This design comes from an exercise in tuning for small area, a short achievable clock period and few clock cycles on the open sky130 flow, not from production work.
Only simulation tests tie the RTL to the original design; equivalence was not proved.

==> build 88 <==
// lz4crc
module lz4crc (
    input  wire        clk,
    input  wire        rst,             
    input  wire        cmd_valid,
    output wire        cmd_ready,
    input  wire [7:0]  cmd_op,
    input  wire [31:0] cmd_src,
    input  wire [31:0] cmd_len,
    input  wire [31:0] cmd_dst,
    input  wire [31:0] cmd_cap,
    output reg         done,
    output reg  [7:0]  status,
    output reg  [31:0] result,
    output wire        mem_req,
    output wire        mem_we,
    output wire [29:0] mem_addr,
    output wire [3:0]  mem_wstrb,
    output wire [31:0] mem_wdata,
    input  wire        mem_gnt,
    input  wire        mem_rvalid,
    input  wire [31:0] mem_rdata
);
    localparam [7:0] ST_OK           = 8'h01;
    localparam [7:0] ST_SRC_OVERRUN  = 8'h20;
    localparam [7:0] ST_DST_OVERRUN  = 8'h21;
    localparam [7:0] ST_BAD_OFFSET   = 8'h22;
    localparam [7:0] ST_ILLEGAL_OP   = 8'h30;
    localparam [7:0] ST_BAD_RANGE    = 8'h31;
    localparam [7:0] ST_UNAVAILABLE  = 8'h32;
    localparam [1:0] K_ILL = 2'd0, K_CRC = 2'd1, K_COMP = 2'd2, K_DEC = 2'd3;
    localparam [3:0] S_IDLE  = 4'd0,
                     S_CHECK = 4'd1,
                     S_CRC   = 4'd2,
                     S_TOK   = 4'd3,     
                     S_LEXT  = 4'd4,     
                     S_LCHK  = 4'd5,     
                     S_LIT   = 4'd6,     
                     S_MEXT  = 4'd7,     
                     S_MCHK  = 4'd8,     
                     S_MCOPY = 4'd9,     
                     S_CHK2  = 4'd10;    
    reg [3:0]  state;
    reg [1:0]  kind;
    reg [31:0] sa;              
    reg [31:0] s_left;          
    reg [31:0] wp;              
    reg [31:0] c_left;          
    reg [31:0] opos;            
    reg [32:0] acc;             
    reg [3:0]  mnib;
    reg [15:0] offset;
    reg        se32, de32;      
    reg [29:0] rq;              
    reg [1:0]  pos;             
    reg [1:0]  nval;            
    reg [1:0]  outs;            
    reg [2:0]  disc;            
    reg [31:0] w0, w1, w2;
    reg        msrc;            
    reg        per;             
    reg [1:0]  ph;              
    reg [1:0]  mw;              
    reg [3:0]  dh;              
    reg        az, alt4, ahi;   
  ...
Settings: LEC_CHECK=0, CAP_MARGIN=20, CORE_MARGIN=2, CORE_UTILIZATION=40, SETUP_SLACK_MARGIN=1.5, SLEW_MARGIN=20; clock period 8.0 ns.
run.sh (not shown) runs the stock make flow with config.mk's settings and CLKGATE_MAP_FILE= SYNTH_SCRIPT=/design/flow/synth_recipe.tcl, a recipe that flattens the netlist after the stock synthesis.
==> inputs of build 90, as changes to build 88 <==
--- a/flow/design.v
+++ b/flow/design.v
@@ -56,10 +56,13 @@
     reg [1:0]  outs;            
     reg [2:0]  disc;            
     reg [31:0] w0, w1, w2;
     reg        msrc;            
     reg        per;             
+    reg        pf;              
+    reg [1:0]  spos;            
+    reg [1:0]  sf;              
     reg [1:0]  ph;              
     reg [1:0]  mw;              
     reg [3:0]  dh;              
     reg        az, alt4, ahi;   
     reg        snz, sone, sge4, shi;    
@@ -205,10 +208,12 @@
             rel = use_per ? {1'b0, per_rel(j[1:0], off3, ph, xl)} : d;
             xw[8*j +: 8] = y[8*rel[1:0] +: 8];
         end
     end
     wire [2:0] room    = 3'd4 - {1'b0, wl};
+    wire       acc_lo8 = (acc[32:3] == 30'd0);
+    wire [2:0] acc_d3  = acc[2:0] - ncopy;
     wire       acc_lt4 = alt4;
     wire [2:0] ncopy   = (acc_lt4 && ({1'b0, acc[1:0]} < room)) ? {1'b0, acc[1:0]} : room;
     wire       s_ge4   = sge4;
     wire       s_nz    = snz;
     wire       s_one   = sone;
@@ -518,49 +523,66 @@
             S_MCHK:  lim_ok = 1'b0;
             default: lim_ok = 1'b1;
         endcase
     end
     wire       rd_act = (state != S_IDLE) && (state != S_CHECK) && (state != S_CHK2);
-    wire       rd_ok  = msrc ? (per ? (mw != 2'd0) : ((dh != 4'd0) && a_more)) : (s_more && lim_ok);
-    wire       rd_rdy = rd_act && !wr_rdy && w_room && !disc[2] && rd_ok;
+    wire       pf_ok  = s_nz && (shi || gt_thr(s_left[3:0], sf, 2'd0, spos, 2'd0));
+    wire       rd_ok  = msrc ? (per ? (mw != 2'd0) : pf ? pf_ok : ((dh != 4'd0) && a_more)) : (s_more && lim_ok);
+    wire       w_full3 = (nval == 2'd3) ? (outs == 2'd0) : (nval == 2'd2) ? (outs == 2'd1) :
+                         (nval == 2'd1) ? (outs == 2'd2) : (outs == 2'd3);
+    wire       h_shift = hdr_rdy && !fits3(pos, nhdr);
+    wire       rd_rdy = rd_act && !wr_rdy && (w_room || (w_full3 && h_shift)) && !disc[2] && rd_ok;
     assign mem_req   = wr_rdy || rd_rdy;
     assign mem_we    = wr_rdy;
     assign mem_addr  = wr_rdy ? wp[31:2] : rq;
+    wire [29:0] addr_inc = mem_addr + 30'd1;
+    wire [2:0]  wl_n     = {1'b0, wl} + ncopy;
+    wire        wp_c     = wl_n[2];
     wire [3:0] lanes_n = (ncopy == 3'd1) ? 4'b0001 : (ncopy == 3'd2) ? 4'b0011 :
                          (ncopy == 3'd3) ? 4'b0111 : 4'b1111;
     assign mem_wstrb = wr_rdy ? (lanes_n << wl) : 4'b0000;
     assign mem_wdata = xw;
     assign cmd_ready = (state == S_IDLE);
     wire wr_go = wr_rdy && mem_gnt;
     wire rd_go = rd_rdy && mem_gnt;
     wire       cons   = hdr_rdy || (wr_go && !use_per);
     wire [2:0] ncons  = nhdr_c;
     wire [2:0] posn   = {1'b0, pos} + ncons;
-    wire       shift  = cons && !fits3(pos, ncons);
+    wire       xdrop  = (state == S_MCOPY) && !acc_nz && pf && (pos != 2'd0);
+    wire       shift  = (cons && !fits3(pos, ncons)) || xdrop;
     wire       load   = mem_rvalid && (disc == 3'd0);
     wire       drop   = mem_rvalid && (disc != 3'd0);
     wire [1:0] nv_s   = nval - {1'b0, shift};
     wire [1:0] outs_n = outs + {1'b0, rd_go} - {1'b0, load};
     wire [2:0] disc_d = disc - {2'b0, drop};
     wire [2:0] disc_n = disc_d + {1'b0, outs_n};
     wire [7:0] hb = y[7:0];    
     wire        chk      = (state == S_CHECK);
-    wire [32:0] sas      = chk ? ({1'b0, sa} + {1'b0, s_left}) : ({1'b0, sa} - {1'b0, s_left});
-    wire [32:0] opa      = {1'b0, opos} + {1'b0, acc[31:0]};        
-    wire [32:0] cla      = {1'b0, c_left} - {1'b0, acc[31:0]};
+    wire        mchk     = (state == S_MCHK);
+    wire [15:0] offv     = st_off ? y[15:0] : offset;
+    wire        mchk2    = mchk || st_off;
+    wire [31:0] sas_a    = mchk2 ? wp : sa;
+    wire [31:0] sas_b    = mchk2 ? {16'd0, offv} : s_left;
+    wire [32:0] sas      = chk ? ({1'b0, sas_a} + {1'b0, sas_b}) : ({1'b0, sas_a} - {1'b0, sas_b});
+    wire        st_tok   = (state == S_TOK);
+    wire [31:0] lopnd    = st_tok ? {28'd0, hb[7:4]} : st_off ? {27'd0, {1'b0, mnib} + 5'd4} : acc[31:0];
+    wire [32:0] opa      = {1'b0, opos} + {1'b0, lopnd};            
+    wire [32:0] cla      = {1'b0, c_left} - {1'b0, lopnd};
+    wire        tok_gt_s = !shi && (s_left[3:0] <= hb[7:4]);
+    wire        tok_gt_c = (c_left[31:4] == 28'd0) && (c_left[3:0] < hb[7:4]);
     wire        acc_gt_c = acc[32] || cla[32];
     wire        acc_gt_s = acc[32] || (acc[31:0] > s_left);
     wire [31:0] sln      = s_left - {29'd0, nhdr_c};
     wire        src_wrap = se32 && (sa != 32'd0);
     wire        dst_wrap = de32 && (opos != 32'd0);
     wire        overlap  = (s_left != 32'd0) && (c_left != 32'd0) &&
                            ({1'b0, rq, pos} < {de32, opos}) && ({1'b0, wp} < {se32, sa});
     wire [32:0] acc_sum  = {1'b0, acc[31:0]} + (st_copy ? {30'h3FFFFFFF, ~ncopy + 3'd1} : {25'd0, hb});
-    wire [31:0] mstart   = wp - {16'd0, offset};
-    wire [6:0]  dh0      = ({1'b0, offset[5:0]} + 7'd3 - {5'd0, wl}) >> 2;    
-    wire [1:0]  ms_lo    = wl - offset[1:0];                                    
-    wire        bad_off  = (offset == 16'd0) || (opos[31:16] == 16'd0 && offset > opos[15:0]);
+    wire [31:0] mstart   = sas[31:0];
+    wire [6:0]  dh0      = ({1'b0, offv[5:0]} + 7'd3 - {5'd0, wl}) >> 2;      
+    wire [1:0]  ms_lo    = wl - offv[1:0];                                      
+    wire        bad_off  = (offv == 16'd0) || (opos[31:16] == 16'd0 && offv > opos[15:0]);
     wire        crc_tail = !s_ge4;
     wire [31:0] crc_in   = crc_tail ? {c_left[7:0] ^ hb, 24'd0} : (c_left ^ y);
     wire [31:0] crc_nx   = crc_f32(crc_in) ^ (crc_tail ? {8'd0, c_left[31:8]} : 32'd0);
     always @(posedge clk) begin
         if (rst) begin
@@ -571,10 +593,11 @@
             nval   <= 2'd0;
             outs   <= 2'd0;
             disc   <= 3'd0;
             msrc   <= 1'b0;
             per    <= 1'b0;
+            pf     <= 1'b0;
         end else begin
             done <= 1'b0;
             if (cons) pos <= posn[1:0];
             if (shift) begin
                 w0 <= w1;
@@ -586,18 +609,22 @@
                 if ((nval == 2'd2 && !shift) || (nval == 2'd3 && shift)) w2 <= mem_rdata;
             end
             nval <= nv_s + {1'b0, load};
             outs <= outs_n;
             disc <= disc_d;
-            if (rd_go) rq <= rq + 30'd1;
+            if (rd_go) rq <= addr_inc;
+            if (rd_go && pf) sf <= sf + 2'd1;
             if (rd_go && msrc) begin
                 mw <= mw - 2'd1;
                 dh <= dh - 4'd1;
             end
             if (wr_go) begin
-                wp  <= wp + {29'd0, ncopy};
-                set_acc(acc_sum);
+                wp  <= {wp_c ? addr_inc : wp[31:2], wl_n[1:0]};
+                acc  <= acc_sum;
+                az   <= acc_lo8 && (acc[2:0] <= room);
+                alt4 <= acc_lo8 && !acc_d3[2];
+                ahi  <= (acc[32:5] != 28'd0) || (acc[4] && (acc[3:0] >= {1'b0, ncopy}));
                 if (({1'b0, wl} + ncopy) == 3'd4 && dh != 4'd15) dh <= dh + 4'd1;
                 if (use_per)
                     case (off3)
                         3'd1: ph <= 2'd0;
                         3'd2: ph <= {1'b0, ph[0] ^ ncopy[0]};
@@ -658,11 +685,18 @@
                 S_TOK: begin
                     if (!s_nz) finish(ST_SRC_OVERRUN, 32'd0);
                     else if (hdr_rdy) begin
                         mnib  <= hb[3:0];
                         set_acc({29'd0, hb[7:4]});
-                        state <= (hb[7:4] == 4'hF) ? S_LEXT : S_LCHK;
+                        if (hb[7:4] == 4'hF) state <= S_LEXT;
+                        else begin
+                            c_left <= cla[31:0];
+                            opos   <= opa[31:0];
+                            if (tok_gt_s)      finish(ST_SRC_OVERRUN, 32'd0);
+                            else if (tok_gt_c) finish(ST_DST_OVERRUN, 32'd0);
+                            else               state <= S_LIT;
+                        end
                     end
                 end
                 S_LEXT, S_MEXT: begin
                     if (!s_nz) finish(ST_SRC_OVERRUN, 32'd0);
                     else if (hdr_rdy) begin
@@ -682,33 +716,28 @@
                         if (!s_nz)      finish(ST_OK, opos);
                         else if (s_one) finish(ST_SRC_OVERRUN, 32'd0);
                         else if (hdr_rdy) begin
                             offset <= y[15:0];
                             set_acc({29'd0, mnib} + 33'd4);
-                            state  <= (mnib == 4'hF) ? S_MEXT : S_MCHK;
+                            if (mnib == 4'hF) state <= S_MEXT;
+                            else              match_start;
                         end
                     end
                 end
-                S_MCHK: begin
-                    c_left <= cla[31:0];
-                    opos   <= opa[31:0];
-                    rq   <= mstart[31:2];
-                    pos  <= mstart[1:0];
-                    nval <= 2'd0;
-                    outs <= 2'd0;
-                    disc <= disc_n;
-                    msrc <= 1'b1;
-                    per  <= (offset[15:3] == 13'd0) && (offset[2:0] <= 3'd4);
-                    ph   <= 2'd0;
-                    mw   <= (({1'b0, ms_lo} + offset[2:0] - 3'd1) >= 3'd4) ? 2'd2 : 2'd1;
-                    dh   <= (offset[15:6] != 10'd0 || dh0[4]) ? 4'd15 : dh0[3:0];
-                    if (bad_off)       finish(ST_BAD_OFFSET, 32'd0);
-                    else if (acc_gt_c) finish(ST_DST_OVERRUN, 32'd0);
-                    else               state <= S_MCOPY;
-                end
+                S_MCHK: match_start;
                 S_MCOPY: begin
-                    if (!acc_nz) begin
+                    if (!acc_nz && pf) begin
+                        pos   <= spos;
+                        msrc  <= 1'b0;
+                        pf    <= 1'b0;
+                        state <= S_TOK;
+                    end else if (acc_nz && !per && !pf && !a_more) begin
+                        pf   <= 1'b1;
+                        rq   <= sas[31:2];
+                        spos <= sas[1:0];
+                        sf   <= 2'd0;
+                    end else if (!acc_nz) begin
                         rq   <= sas[31:2];
                         pos  <= sas[1:0];    
                         nval <= 2'd0;
                         outs <= 2'd0;
                         disc <= disc_n;
@@ -719,10 +748,30 @@
                 end
                 default: state <= S_IDLE;
             endcase
         end
     end
+    task match_start;
+        begin
+                        c_left <= cla[31:0];
+                        opos   <= opa[31:0];
+                        rq   <= mstart[31:2];
+                        pos  <= mstart[1:0];
+                        nval <= 2'd0;
+                        outs <= 2'd0;
+                        disc <= disc_n;
+                        msrc <= 1'b1;
+                        pf   <= 1'b0;
+                        per  <= (offv[15:3] == 13'd0) && (offv[2:0] <= 3'd4);
+                        ph   <= 2'd0;
+                        mw   <= (({1'b0, ms_lo} + offv[2:0] - 3'd1) >= 3'd4) ? 2'd2 : 2'd1;
+                        dh   <= (offv[15:6] != 10'd0 || dh0[4]) ? 4'd15 : dh0[3:0];
+                        if (bad_off)       finish(ST_BAD_OFFSET, 32'd0);
+                        else if (acc_gt_c) finish(ST_DST_OVERRUN, 32'd0);
+                        else               state <= S_MCOPY;
+        end
+    endtask
     task set_acc;
         input [32:0] v;
         begin
             acc  <= v;
             az   <= (v == 33'd0);
--- a/flow/config.mk
+++ b/flow/config.mk
@@ -6,7 +6,7 @@
 export NUM_CORES = 4
 export LEC_CHECK = 0
 export CAP_MARGIN = 20
 export CORE_MARGIN = 2
 export CORE_UTILIZATION = 40
-export SETUP_SLACK_MARGIN = 1.5
+export SETUP_SLACK_MARGIN = 1.75
 export SLEW_MARGIN = 20
==> comparison table <==
item	build 90	build 88
Post-synthesis compound-gate area fraction	21.2%	20.5%
Adder-cell share of the synthesized area	9.12%	9.53%
Storage element area	12,000 um^2	11,900 um^2
Crit-path max FO	13	14
Worst clock skew	22.3 ps	34.5 ps
Floorplan Core Area	105,000 um^2	103,000 um^2
Met2 routing resource usage after global routing	51.2%	48.9%
Run status	no timing/DRC/antenna violations	no timing/DRC/antenna violations
GPL Wtd Cong	1.01	0.992
Levels on crit path	11	20
Met2 routed WL	80,700 um	76,400 um
Wire length on met1	74,400 um	73,300 um
Number of tapcells	1,391	1,380
Fill cell total of the finished layout	10.4k	10.1k
Seq area share	24.5%	24.9%
Starting density of the core	40.2%	40.2%
Testbench counts of build 88, summed over its fixed seeds: cycles 82,207.
Testbench counts of build 90, summed over its fixed seeds: cycles 77,454.

-- afterwards: timing with drivers on the ports --
The results above use ideal ports. As a check the final layouts listed here were re-extracted and re-timed, cells and wires unchanged.
Step 1 sets driving cells, clkbuf_16 on the clock port and buf_2 on the other inputs (assumed; they add their load-dependent delay and slew).
Step 2 also shifts input and output timing later by t, the mid clock arrival at the registers, as if the neighbouring blocks saw the same clock.
Three values: no drivers, after step 1, after step 2; two values: the first two.
run | t (ns) | setup WS [ns] | slew at the worst register clock pin (ns)
build 88 | 0.733 | 1.654 / 1.654 / 1.654 | 0.07 / 0.07
build 90 | 0.740 | 1.824 / 1.751 / 1.976 | 0.07 / 0.07
After both steps setup and hold are still met in every run listed.
